What follows belongs to an exercise in optimizing a design on an open flow for small area, a short achievable clock period and few clock cycles; a production flow would make more cautious choices. At most, simulation tests tie the RTL to the original design; equivalence was not proved. Power and IR drop assume default switching activity.

==> 07-28: inputs <==
## morton_codec
module morton_codec (
    input  wire        clk,
    input  wire        rst,
    input  wire        cmd_valid,
    output wire        cmd_ready,
    input  wire [31:0] cmd,
    input  wire [63:0] cmd_wdata,
    output wire        rsp_valid,
    input  wire        rsp_ready,
    output wire        rsp_ok,
    output wire [3:0]  rsp_code,
    output wire [63:0] rsp_rdata
);
Settings: LEC_CHECK=0, CAP_MARGIN=20, CORE_MARGIN=2, CORE_UTILIZATION=30, PLACE_DENSITY=0.45, SETUP_SLACK_MARGIN=5, SLEW_MARGIN=20; clock period 12.0 ns.
run.sh (not shown) runs the stock make flow with config.mk's settings and CLKGATE_MAP_FILE= SYNTH_SCRIPT=/design/flow/synth_recipe.tcl, a recipe that flattens the netlist after the stock synthesis.
==> inputs of 08-11, as changes to 07-28 <==
--- a/flow/design.v
+++ b/flow/design.v
@@ -142,17 +142,21 @@
             nz21[r] = |kq[r][63:21];
         end
     reg  [2:0]  state;
     reg  [5:0]  op;
     reg  [1:0]  inst;
     reg  [2:0]  rd, rs1, rs2, axm;
     reg         ill_q, rng_q;
     reg  [1:0]  eax_q;
-    reg  [2:0]  g1a, g2a;        
+    reg  [2:0]  g2a;             
+    reg  [2:0]  bq;              
+    reg         eqp;             
+    reg  [2:0]  aq;              
+    reg  [8:0]  yq;              
     reg  [5:0]  cnt;
     reg  [1:0]  dax;
     reg  [63:0] dreg;            
     reg  [23:0] status;          
     wire idle   = (state == S_IDLE);
     assign cmd_ready = idle && !rst;
     wire accept = cmd_valid && idle && !rst;
     wire [5:0] i_op   = cmd[31:26];
@@ -187,20 +191,20 @@
     wire is_get  = (op == OP_GET);
     wire is_deca = (op == OP_DECA);
     wire is_step = (op == OP_INC) || (op == OP_DEC);
     wire is_sub  = (op == OP_DEC) || (op == OP_SUB);
     wire is_mod  = (op == OP_MOD);
     wire is_muls = (op == OP_MULS);
     wire is_mul  = (op == OP_MUL) || is_muls;
     wire is_eqt  = (op == OP_EQT);
-    wire [2:0]  addr_a = mod_ph ? rd : rs1;
+    wire [2:0]  addr_a = aq;
     wire [63:0] a_raw  = kq[addr_a];
-    wire [63:0] b_raw  = kq[rs2];
-    wire [20:0] g1     = kq[g1a][20:0];
+    wire [63:0] b_raw  = kq[bq];
+    wire [20:0] g1     = b_raw[20:0];
     wire [20:0] g2     = kq[g2a][20:0];
     wire [63:0] opa    = a_raw & wmask;
     wire [63:0] opb    = b_raw & wmask;
     wire [20:0] g0     = is_eqt ? opb[20:0] : opa[20:0];
     reg  [7:0] hz;
     always @(*)
         for (r = 0; r < 8; r = r + 1)
             hz[r] = (inst == 2'd0) ? nz16[r] : (inst == 2'd1) ? nz10[r] : nz21[r];
@@ -214,32 +218,31 @@
     wire [20:0] y1 = is_step ? {20'd0, axm[1]} : xb1;
     wire [20:0] y2 = is_step ? {20'd0, axm[2]} : xb2;
     wire [64:0] as0 = skadd({43'd0, xa0}, {43'd0, y0 ^ {21{is_sub}}}, is_sub);
     wire [20:0] ar0 = as0[20:0];
     wire [64:0] as1 = skadd({43'd0, xa1}, {43'd0, y1 ^ {21{is_sub}}}, is_sub);
     wire [20:0] ar1 = as1[20:0];
     wire [64:0] as2 = skadd({43'd0, xa2}, {43'd0, y2 ^ {21{is_sub}}}, is_sub);
     wire [20:0] ar2 = as2[20:0];
-    wire [2:0]  top   = (inst == 2'd0) ? 3'd5 : (inst == 2'd1) ? 3'd3 : 3'd6;
-    wire [2:0]  chunk = (state == S_EX) ? top : cnt[2:0];
+    wire [2:0]  chunk = (state == S_EX) ? ytop : (cnt[2:0] - 3'd1);
     wire [20:0] ym0 = is_muls ? opb[20:0] : xb0;
     wire [20:0] ym1 = is_muls ? opb[20:0] : xb1;
     wire [20:0] ym2 = is_muls ? opb[20:0] : xb2;
     wire [20:0] bmsk = (inst == 2'd0) ? 21'h00FFFF : (inst == 2'd1) ? 21'h0003FF : 21'h1FFFFF;
     wire [23:0] ye0 = {3'd0, ym0 & bmsk};
     wire [23:0] ye1 = {3'd0, ym1 & bmsk};
     wire [23:0] ye2 = {3'd0, ym2 & bmsk};
     wire [2:0]  yc0 = ye0[3*chunk +: 3];
     wire [2:0]  yc1 = ye1[3*chunk +: 3];
     wire [2:0]  yc2 = ye2[3*chunk +: 3];
     wire        first = (state == S_EX);
-    wire [20:0] acc0 = first ? 21'd0 : dreg[20:0];
-    wire [20:0] acc1 = first ? 21'd0 : dreg[41:21];
-    wire [20:0] acc2 = first ? 21'd0 : dreg[62:42];
+    wire [20:0] acc0 = dreg[20:0];
+    wire [20:0] acc1 = dreg[41:21];
+    wire [20:0] acc2 = dreg[62:42];
     wire [20:0] yor  = (ym0 | ym1 | (n3 ? ym2 : 21'd0)) & bmsk;
     wire [2:0]  ytop = (|yor[20:18]) ? 3'd6 : (|yor[17:15]) ? 3'd5 : (|yor[14:12]) ? 3'd4 :
                        (|yor[11:9])  ? 3'd3 : (|yor[8:6])   ? 3'd2 : (|yor[5:3])   ? 3'd1 : 3'd0;
     function [20:0] sk21;
         input [20:0] a, b;
         reg   [64:0] t;
         begin
             t = skadd({43'd0, a}, {43'd0, b}, 1'b0);
@@ -257,37 +260,37 @@
             p3 = yc[2] ? (x << 2) : 21'd0;
             s1 = p0 ^ p1 ^ p2;
             c1 = ((p0 & p1) | (p0 & p2) | (p1 & p2)) << 1;
             s2 = s1 ^ c1 ^ p3;
             c2 = ((s1 & c1) | (s1 & p3) | (c1 & p3)) << 1;
             mstep = sk21(s2, c2);
         end
     endfunction
-    wire [20:0] mn0 = mstep(acc0, xa0, yc0);
-    wire [20:0] mn1 = mstep(acc1, xa1, yc1);
-    wire [20:0] mn2 = mstep(acc2, xa2, yc2);
+    wire [20:0] mn0 = mstep(acc0, xa0, yq[3*0 +: 3]);
+    wire [20:0] mn1 = mstep(acc1, xa1, yq[3*1 +: 3]);
+    wire [20:0] mn2 = mstep(acc2, xa2, yq[3*2 +: 3]);
     wire        wb = (state == S_WB);
     wire [20:0] t0 = is_newa ? g0 : wb ? dreg[20:0]  : ar0;
     wire [20:0] t1 = is_newa ? g1 : wb ? dreg[41:21] : ar1;
     wire [20:0] t2 = is_newa ? g2 : wb ? dreg[62:42] : ar2;
     wire [63:0] enc = encode(inst, t0, t1, t2);
     wire [2:0]  jst  = rs1 - rd;                          
     wire        jin  = n3 ? (jst <= 3'd2) : (jst <= 3'd1);
     wire [1:0]  dax0 = !jin ? 2'd0 :
                        (jst == 3'd0) ? 2'd1 :
                        (jst == 3'd1) ? (n3 ? 2'd2 : 2'd0) : 2'd0;
     wire [1:0]  dax_c = (state == S_EX) ? dax0 : dax;
     wire [1:0]  dax_n = (dax_c == 2'd0) ? 2'd1 : (dax_c == 2'd1) ? (n3 ? 2'd2 : 2'd0) : 2'd0;
     wire [1:0]  gsel = is_deca ? dax_c : (axm[0] ? 2'd0 : axm[1] ? 2'd1 : 2'd2);
     wire [20:0] xsel = (gsel == 2'd0) ? xa0 : (gsel == 2'd1) ? xa1 : xa2;
     wire        eq_res  = (opa == opb);
-    wire        eqt_res = (xa0 == g0) && !hz[rs2] &&
-                          (xa1 == g1) && !hz[g1a] &&
+    wire        eqt_p   = (xa0 == g0) && !hz[rs2] &&
                           (!n3 || ((xa2 == g2) && !hz[g2a]));
+    wire        eqt_res = eqp && (xa1 == g1) && !hz[bq];
     wire [64:0] mdiff = skadd(a_raw, ~dreg, 1'b1);
     wire        ge    = mdiff[64];
     wire        dtop  = w64 ? dreg[63] : dreg[31];
     wire        dz    = (dreg == 64'd0);
     wire ok_ex = legal && !rng_q;
     reg  [63:0] res;
     reg         we;
     always @(*) begin
@@ -296,40 +299,39 @@
         case (state)
             S_EX: begin
                 case (op)
                     OP_NEWR, OP_NEWSC, OP_MOD: res = opa;
                     OP_NEWA, OP_NEWAC, OP_INC, OP_DEC, OP_ADD, OP_SUB: res = enc;
                     OP_GET, OP_DECA: res = {43'd0, xsel};
                     OP_MASK: res = opa & opb;
                     OP_EQ:   res = {63'd0, eq_res};
-                    OP_EQT:  res = {63'd0, eqt_res};
                     default: res = 64'd0;
                 endcase
                 case (op)
                     OP_NEWR, OP_NEWSC, OP_MOD, OP_NEWA, OP_NEWAC, OP_INC, OP_DEC,
-                    OP_ADD, OP_SUB, OP_GET, OP_DECA, OP_MASK, OP_EQ, OP_EQT:
+                    OP_ADD, OP_SUB, OP_GET, OP_DECA, OP_MASK, OP_EQ:
                         we = ok_ex;
                     default: we = 1'b0;
                 endcase
             end
-            S_DECA: begin res = {43'd0, xsel}; we = 1'b1; end
+            S_DECA: begin res = is_eqt ? {63'd0, eqt_res} : {43'd0, xsel}; we = 1'b1; end
             S_WB:   begin res = enc;           we = 1'b1; end
             S_MODB: begin res = mdiff[63:0];   we = ge;   end
             default: ;
         endcase
     end
     wire [2:0] waddr = idle ? cmd[23:21] : (rd + (is_deca ? {1'b0, dax_c} : 3'd0));
     wire       wen   = idle ? i_kwr : we;
     assign r0 = rst ? 64'd0 : (idle ? cmd_wdata : res);
     always @(*)
         for (r = 0; r < 8; r = r + 1)
             ken[r] = rst || (wen && (waddr == r));
-    wire multi   = legal && (is_deca || is_mul || is_mod);
-    wire deca_end = n3 ? (cnt[1:0] == 2'd2) : (cnt[1:0] == 2'd1);
+    wire multi   = legal && (is_deca || is_mul || is_mod || is_eqt);
+    wire deca_end = is_eqt || (n3 ? (cnt[1:0] == 2'd2) : (cnt[1:0] == 2'd1));
     wire last    = ((state == S_EX) && !multi) ||
                    ((state == S_DECA) && deca_end) ||
                    (state == S_WB) ||
                    ((state == S_MODB) && (cnt == 6'd0));
     assign rsp_valid = !rst && ((state == S_RESP) || last);
     assign rsp_ok    = !(ill_q || rng_q);
     assign rsp_code  = {2'b00, rng_q, ill_q};
     assign rsp_rdata = (legal && is_krd) ? a_raw :
@@ -340,22 +342,23 @@
             status <= 24'd0;
         end else begin
             case (state)
                 S_IDLE: if (cmd_valid) begin
                     op    <= cmd[31:26];
                     inst  <= cmd[25:24];
                     rd    <= cmd[23:21];
                     rs1   <= cmd[20:18];
+                    aq    <= cmd[20:18];
                     rs2   <= cmd[17:15];
                     axm   <= cmd[14:12];
                     ill_q <= i_ill;
                     rng_q <= i_rng;
                     eax_q <= i_eax;
-                    g1a   <= ((cmd[31:26] == OP_EQT) ? cmd[17:15] : cmd[20:18]) + 3'd1;
+                    bq    <= (cmd[31:27] == 5'b00101) ? cmd[20:18] + 3'd1 : cmd[17:15];
                     g2a   <= ((cmd[31:26] == OP_EQT) ? cmd[17:15] : cmd[20:18]) + 3'd2;
                     state <= S_EX;
                 end
                 S_EX: begin
                     if (legal && is_clr)
                         status <= 24'd0;
                     if (!ok_ex) begin
                         if (!status[0]) begin
@@ -368,41 +371,48 @@
                                              (inst == 2'd0) ? 6'd16 : (inst == 2'd1) ? 6'd10 : 6'd21;
                             status[21:16] <= op;
                             status[23:22] <= inst;
                         end else begin
                             status[1]     <= 1'b1;
                         end
                     end
                     if (multi) begin
-                        if (is_deca) begin
+                        if (is_eqt) begin
+                            eqp   <= eqt_p;
+                            bq    <= rs2 + 3'd1;
+                            state <= S_DECA;
+                        end else if (is_deca) begin
                             dax   <= dax_n;
                             cnt   <= 6'd1;
                             state <= S_DECA;
                         end else if (is_mul) begin
-                            dreg  <= {1'b0, mn2, mn1, mn0};
-                            cnt   <= {3'd0, (ytop == top) ? top - 3'd1 : ytop};
+                            dreg  <= 64'd0;
+                            yq    <= {yc2, yc1, yc0};
+                            cnt   <= {3'd0, ytop};
                             state <= S_MUL;
                         end else begin
                             dreg  <= opb;
+                            aq    <= rd;
                             cnt   <= 6'd0;
                             state <= S_MODA;
                         end
                     end else begin
                         state <= rsp_ready ? S_IDLE : S_RESP;
                     end
                 end
                 S_DECA: begin
                     dax <= dax_n;
                     cnt <= cnt + 6'd1;
                     if (deca_end)
                         state <= rsp_ready ? S_IDLE : S_RESP;
                 end
                 S_MUL: begin
                     dreg <= {1'b0, mn2, mn1, mn0};
+                    yq   <= {yc2, yc1, yc0};
                     cnt  <= cnt - 6'd1;
                     if (cnt[2:0] == 3'd0)
                         state <= S_WB;
                 end
                 S_WB: state <= rsp_ready ? S_IDLE : S_RESP;
                 S_MODA: begin
                     if (dz)
                         state <= S_RESP;
==> flow/config.mk (replaced) <==
export PLATFORM = sky130hd
export DESIGN_NAME = morton_codec
export DESIGN_NICKNAME = morton_codec
export VERILOG_FILES = /design/flow/design.v
export SDC_FILE = /design/flow/constraint.sdc
export NUM_CORES = 4
export LEC_CHECK = 0
export ABC_AREA = 1
export CAP_MARGIN = 20
export CORE_MARGIN = 2
export CORE_UTILIZATION = 36
export CTS_BUF_LIST = sky130_fd_sc_hd__clkbuf_4
export PLACE_DENSITY = 0.52
export SETUP_SLACK_MARGIN = 5
export SLEW_MARGIN = 20
==> impl_metrics.csv <==
group,metric,value,unit
worst_setup_path,critical_path.top_delay_family,"compound AO/OA/AOI/OAI gates",
outcome,status,"finished clean",
min_path,min-delay-start,"status[10]",
finish,multi_input_gate_share_of_total_cell_area,52.3,%
place,globalplace.congestion,1.08,
timing,fin_worst_hold_slack,455,ps
routing,via_count,65000,
routing,first_pass_iters,9,
Source of the figures above: 07-28

==> impl_metrics.csv <==
group,metric,value,unit
outcome,status,"finished clean",
min_path,min-delay-start,"status[6]",
routing,via_count,65000,
routing,routed_wire_length_per_instance,35.5,µm
synthesis,synth_top_family_by_area,"simple AND/OR/NAND/NOR gates",
timing,fin_worst_hold_slack,458,ps
worst_setup_path,critical_path.top_delay_family,"buffers and inverters",
clock_tree,max-clock-path-buffers,3,
Source of the figures above: 08-11

Testbench counts of 08-11, summed over its fixed seeds: cycles 50,445.
Function not checked in 07-28: the RTL went through the layout flow alone.

==> v27 <==
morton_codec with an RTL version that a note above also has.
make LEC_CHECK=0 ABC_AREA=1 CAP_MARGIN=20 CORE_MARGIN=2 CORE_UTILIZATION=40 CTS_BUF_LIST=sky130_fd_sc_hd__clkbuf_4 PLACE_DENSITY=0.56 SETUP_SLACK_MARGIN=5 SLEW_MARGIN=20 finish   # period 12.0 ns
==> v9 (differences from v27) <==
Settings changed: CORE_UTILIZATION 40 to 30, PLACE_DENSITY 0.56 to 0.45.
==> qor summary <==
quantity	v27	v9
Multi-input gate area in the final layout	32900 um^2	33400 um^2
Total clock buffers created by CTS	187	189
Area Overhead vs Synth	14.9%	17.0%
Aggregate global-route resource usage	46.8%	39.0%
Worst hold slack after final layout	450 ps	448 ps
Worst reg2reg path startpoint	aq[2]$_DFFE_PP_	bq[1]$_DFFE_PP_
Share of total power in combinational logic	66.5%	67.0%
Result of the run	no timing/DRC/antenna violations	no timing/DRC/antenna violations
Initial core utilization	40.2%	30.2%
Termination of the worst setup path	kq[5][32]$_DFFE_PP_	kq[3][49]$_DFFE_PP_
Placed inst area	61100 um^2	62000 um^2
Comb. pwr	12.6 mW	13.1 mW
Post-CTS setup-driven buffer insertion count	14	31
Upper clock frequency limit	0.142 GHz	0.141 GHz
Worst clock skew	123 ps	118 ps
Power density of the placed cells	291 nW/um^2	294 nW/um^2
Placed cell count	9664	10300
Last weighted congestion value of the routability-driven placer	1.11	1.07
Final non-clock buffer share	6.61%	6.43%
P_sw	11.0 mW	11.5 mW
Min Clock Period, post-route	7070 ps	7110 ps
Testbench counts of v27, summed over its fixed seeds: cycles 50,445.
Testbench counts of v9, summed over its fixed seeds: cycles 50,445.

==> inputs of job 175 <==
Another version of the RTL of morton_codec (not shown whole).
export LEC_CHECK = 0
export CAP_MARGIN = 20
export CORE_MARGIN = 2
export CORE_UTILIZATION = 45
export PLACE_DENSITY = 0.6
export SETUP_SLACK_MARGIN = 5
export SLEW_MARGIN = 20
create_clock -name core_clock -period 12.0 [get_ports {clk}]
==> job 1410: changes against job 175 <==
--- a/flow/design.v
+++ b/flow/design.v
@@ -185,34 +185,31 @@
     wire [20:0] xb1 = decode_axis(inst, opb, 1);
     wire [20:0] xb2 = decode_axis(inst, opb, 2);
     wire [20:0] y0 = is_step ? {20'd0, axm[0]} : xb0;
     wire [20:0] y1 = is_step ? {20'd0, axm[1]} : xb1;
     wire [20:0] y2 = is_step ? {20'd0, axm[2]} : xb2;
     wire [20:0] ar0 = xa0 + (y0 ^ {21{is_sub}}) + {20'd0, is_sub};
     wire [20:0] ar1 = xa1 + (y1 ^ {21{is_sub}}) + {20'd0, is_sub};
     wire [20:0] ar2 = xa2 + (y2 ^ {21{is_sub}}) + {20'd0, is_sub};
-    wire [2:0]  chunk = (state == S_EX) ? ytop : cnt[2:0];
+    wire [2:0]  top   = (inst == 2'd0) ? 3'd5 : (inst == 2'd1) ? 3'd3 : 3'd6;
+    wire [2:0]  chunk = (state == S_EX) ? top : cnt[2:0];
     wire [20:0] ym0 = is_muls ? opb[20:0] : xb0;
     wire [20:0] ym1 = is_muls ? opb[20:0] : xb1;
     wire [20:0] ym2 = is_muls ? opb[20:0] : xb2;
     wire [23:0] ye0 = {3'd0, ym0};
     wire [23:0] ye1 = {3'd0, ym1};
     wire [23:0] ye2 = {3'd0, ym2};
     wire [2:0]  yc0 = ye0[3*chunk +: 3];
     wire [2:0]  yc1 = ye1[3*chunk +: 3];
     wire [2:0]  yc2 = ye2[3*chunk +: 3];
     wire        first = (state == S_EX);
     wire [20:0] acc0 = first ? 21'd0 : dreg[20:0];
     wire [20:0] acc1 = first ? 21'd0 : dreg[41:21];
     wire [20:0] acc2 = first ? 21'd0 : dreg[62:42];
-    wire [20:0] bmsk = (inst == 2'd0) ? 21'h00FFFF : (inst == 2'd1) ? 21'h0003FF : 21'h1FFFFF;
-    wire [20:0] yor  = (ym0 | ym1 | (n3 ? ym2 : 21'd0)) & bmsk;
-    wire [2:0]  ytop = (|yor[20:18]) ? 3'd6 : (|yor[17:15]) ? 3'd5 : (|yor[14:12]) ? 3'd4 :
-                       (|yor[11:9])  ? 3'd3 : (|yor[8:6])   ? 3'd2 : (|yor[5:3])   ? 3'd1 : 3'd0;
     function [20:0] mstep;
         input [20:0] acc, x;
         input [2:0]  yc;
         reg   [20:0] p0, p1, p2, p3, s1, c1, s2, c2;
         begin
             p0 = acc << 3;
             p1 = yc[0] ? x : 21'd0;
             p2 = yc[1] ? (x << 1) : 21'd0;
@@ -223,19 +220,19 @@
             c2 = ((s1 & c1) | (s1 & p3) | (c1 & p3)) << 1;
             mstep = s2 + c2;
         end
     endfunction
     wire [20:0] mn0 = mstep(acc0, xa0, yc0);
     wire [20:0] mn1 = mstep(acc1, xa1, yc1);
     wire [20:0] mn2 = mstep(acc2, xa2, yc2);
     wire        wb = (state == S_WB);
-    wire [20:0] t0 = is_newa ? g0 : is_mul ? (wb ? dreg[20:0]  : mn0) : ar0;
-    wire [20:0] t1 = is_newa ? g1 : is_mul ? (wb ? dreg[41:21] : mn1) : ar1;
-    wire [20:0] t2 = is_newa ? g2 : is_mul ? (wb ? dreg[62:42] : mn2) : ar2;
+    wire [20:0] t0 = is_newa ? g0 : wb ? dreg[20:0]  : ar0;
+    wire [20:0] t1 = is_newa ? g1 : wb ? dreg[41:21] : ar1;
+    wire [20:0] t2 = is_newa ? g2 : wb ? dreg[62:42] : ar2;
     wire [63:0] enc = encode(inst, t0, t1, t2);
     wire [2:0]  jst  = rs1 - rd;                          
     wire        jin  = n3 ? (jst <= 3'd2) : (jst <= 3'd1);
     wire [1:0]  dax0 = !jin ? 2'd0 :
                        (jst == 3'd0) ? 2'd1 :
                        (jst == 3'd1) ? (n3 ? 2'd2 : 2'd0) : 2'd0;
     wire [1:0]  dax_c = (state == S_EX) ? dax0 : dax;
     wire [1:0]  dax_n = (dax_c == 2'd0) ? 2'd1 : (dax_c == 2'd1) ? (n3 ? 2'd2 : 2'd0) : 2'd0;
@@ -270,33 +267,31 @@
                     OP_NEWR, OP_NEWSC, OP_MOD, OP_NEWA, OP_NEWAC, OP_INC, OP_DEC,
                     OP_ADD, OP_SUB, OP_GET, OP_DECA, OP_MASK, OP_EQ, OP_EQT:
                         we = ok_ex;
                     default: we = 1'b0;
                 endcase
             end
             S_DECA: begin res = {43'd0, xsel}; we = 1'b1; end
             S_WB:   begin res = enc;           we = 1'b1; end
-            S_MUL:  begin res = enc;           we = (cnt[2:0] == 3'd0); end
             S_MODB: begin res = mdiff[63:0];   we = ge;   end
             default: ;
         endcase
     end
     wire [2:0] waddr = idle ? cmd[23:21] : (rd + (is_deca ? {1'b0, dax_c} : 3'd0));
     wire       wen   = idle ? i_kwr : we;
     assign r0 = rst ? 64'd0 : (idle ? cmd_wdata : res);
     always @(*)
         for (r = 0; r < 8; r = r + 1)
             ken[r] = rst || (wen && (waddr == r));
     wire multi   = legal && (is_deca || is_mul || is_mod);
     wire deca_end = n3 ? (cnt[1:0] == 2'd2) : (cnt[1:0] == 2'd1);
     wire last    = ((state == S_EX) && !multi) ||
                    ((state == S_DECA) && deca_end) ||
                    (state == S_WB) ||
-                   ((state == S_MUL) && (cnt[2:0] == 3'd0)) ||
                    ((state == S_MODB) && (cnt == 6'd0));
     assign rsp_valid = !rst && ((state == S_RESP) || last);
     assign rsp_ok    = !(ill_q || rng_q);
     assign rsp_code  = {2'b00, rng_q, ill_q};
     assign rsp_rdata = (legal && is_krd) ? a_raw :
                        (legal && is_rdst) ? {40'd0, status} : 64'd0;
     always @(posedge clk) begin
         if (rst) begin
@@ -336,18 +331,18 @@
                     end
                     if (multi) begin
                         if (is_deca) begin
                             dax   <= dax_n;
                             cnt   <= 6'd1;
                             state <= S_DECA;
                         end else if (is_mul) begin
                             dreg  <= {1'b0, mn2, mn1, mn0};
-                            cnt   <= {3'd0, ytop - 3'd1};
-                            state <= (ytop == 3'd0) ? S_WB : S_MUL;
+                            cnt   <= {3'd0, top - 3'd1};
+                            state <= S_MUL;
                         end else begin
                             dreg  <= opb;
                             cnt   <= 6'd0;
                             state <= S_MODA;
                         end
                     end else begin
                         state <= rsp_ready ? S_IDLE : S_RESP;
                     end
@@ -357,17 +352,17 @@
                     cnt <= cnt + 6'd1;
                     if (deca_end)
                         state <= rsp_ready ? S_IDLE : S_RESP;
                 end
                 S_MUL: begin
                     dreg <= {1'b0, mn2, mn1, mn0};
                     cnt  <= cnt - 6'd1;
                     if (cnt[2:0] == 3'd0)
-                        state <= rsp_ready ? S_IDLE : S_RESP;
+                        state <= S_WB;
                 end
                 S_WB: state <= rsp_ready ? S_IDLE : S_RESP;
                 S_MODA: begin
                     if (dz)
                         state <= S_RESP;
                     else if (ge && !dtop) begin
                         dreg <= dreg << 1;
                         cnt  <= cnt + 6'd1;
==> flow/config.mk (replaced) <==
export PLATFORM = sky130hd
export DESIGN_NAME = morton_codec
export DESIGN_NICKNAME = morton_codec
export VERILOG_FILES = /design/flow/design.v
export SDC_FILE = /design/flow/constraint.sdc
export NUM_CORES = 4
export LEC_CHECK = 0
export CAP_MARGIN = 20
export CORE_MARGIN = 2
export CORE_UTILIZATION = 18
export PLACE_DENSITY = 0.22
export SLEW_MARGIN = 20
==> notes.md <==
	job 175	job 1410
Sequential cell area fraction in the yosys report	32.5%	32.8%
Number of placed cells counting well taps	9000	11500
Area share of xor/xnor cells in the synthesized design	3.85%	3.90%
Post-synthesis adder-cell area fraction	9.24%	9.26%
Result of the run	did not finish	complete, no violations
Last stage reached	global routing	-
Num rows	134	211
Quantity of gates resized following cts	173	0
Clock buffers created by TritonCTS	76	102
Share of the synthesized area in the top cell type	31.6%	31.9%
Instance count of the mapped netlist	7041	6910
Dpl hpwl	314 mm	441 mm
Multiplexer fraction of the synthesized cell area	5.59%	5.85%
Compound-gate portion of the synthesized area	25.5%	26.2%
# Post-CTS Setup Buffers	79	0
Routability congestion estimate	1.20	0.970
Initial cell density of the core	45.2%	18.1%
Placed standard-cell area	67400 um^2	70500 um^2
Mean Syn Cell Area	8.53 um^2	8.61 um^2
Horizontal die dimension	369 um	579 um
Worst slack after detailed placement	-0.411 ns	0.907 ns
Testbench counts of job 1410, summed over its fixed seeds: cycles 52,101.
Only the layout flow was run in job 175; the RTL was not checked for function there.

==> re-timing with driven ports <==
In the flow no input, the clock included, has a driving cell. The finished layouts below were timed again as built, in two steps. Step 1 sets driving cells, clkbuf_16 on the clock port and buf_2 on the other inputs (assumed; they add their load-dependent delay and slew). Step 2 also shifts input and output timing later by t, the mid clock arrival at the registers, as if the neighbouring blocks saw the same clock. a / b / c = ideal / step 1 / step 2; a / b = the first two.
run | t (ns) | setup slack, ns | slew at the worst register clock pin (ns)
07-28 | 0.830 | 4.733 / 4.733 / 4.733 | 0.07 / 0.07
08-11 | 1.336 | 4.978 / 4.896 / 4.564 | 0.08 / 0.08
v27 | 1.332 | 4.933 / 4.924 / 4.845 | 0.08 / 0.08
v9 | 1.403 | 4.892 / 4.860 / 4.892 | 0.08 / 0.08
job 1410 | 0.966 | 0.512 / 0.512 / 0.512 | 0.08 / 0.08
After both steps setup and hold are still met in every run listed. The setup slack of 08-11, which loses most, moves by -0.082 ns with the drivers and by -0.414 ns with both steps.
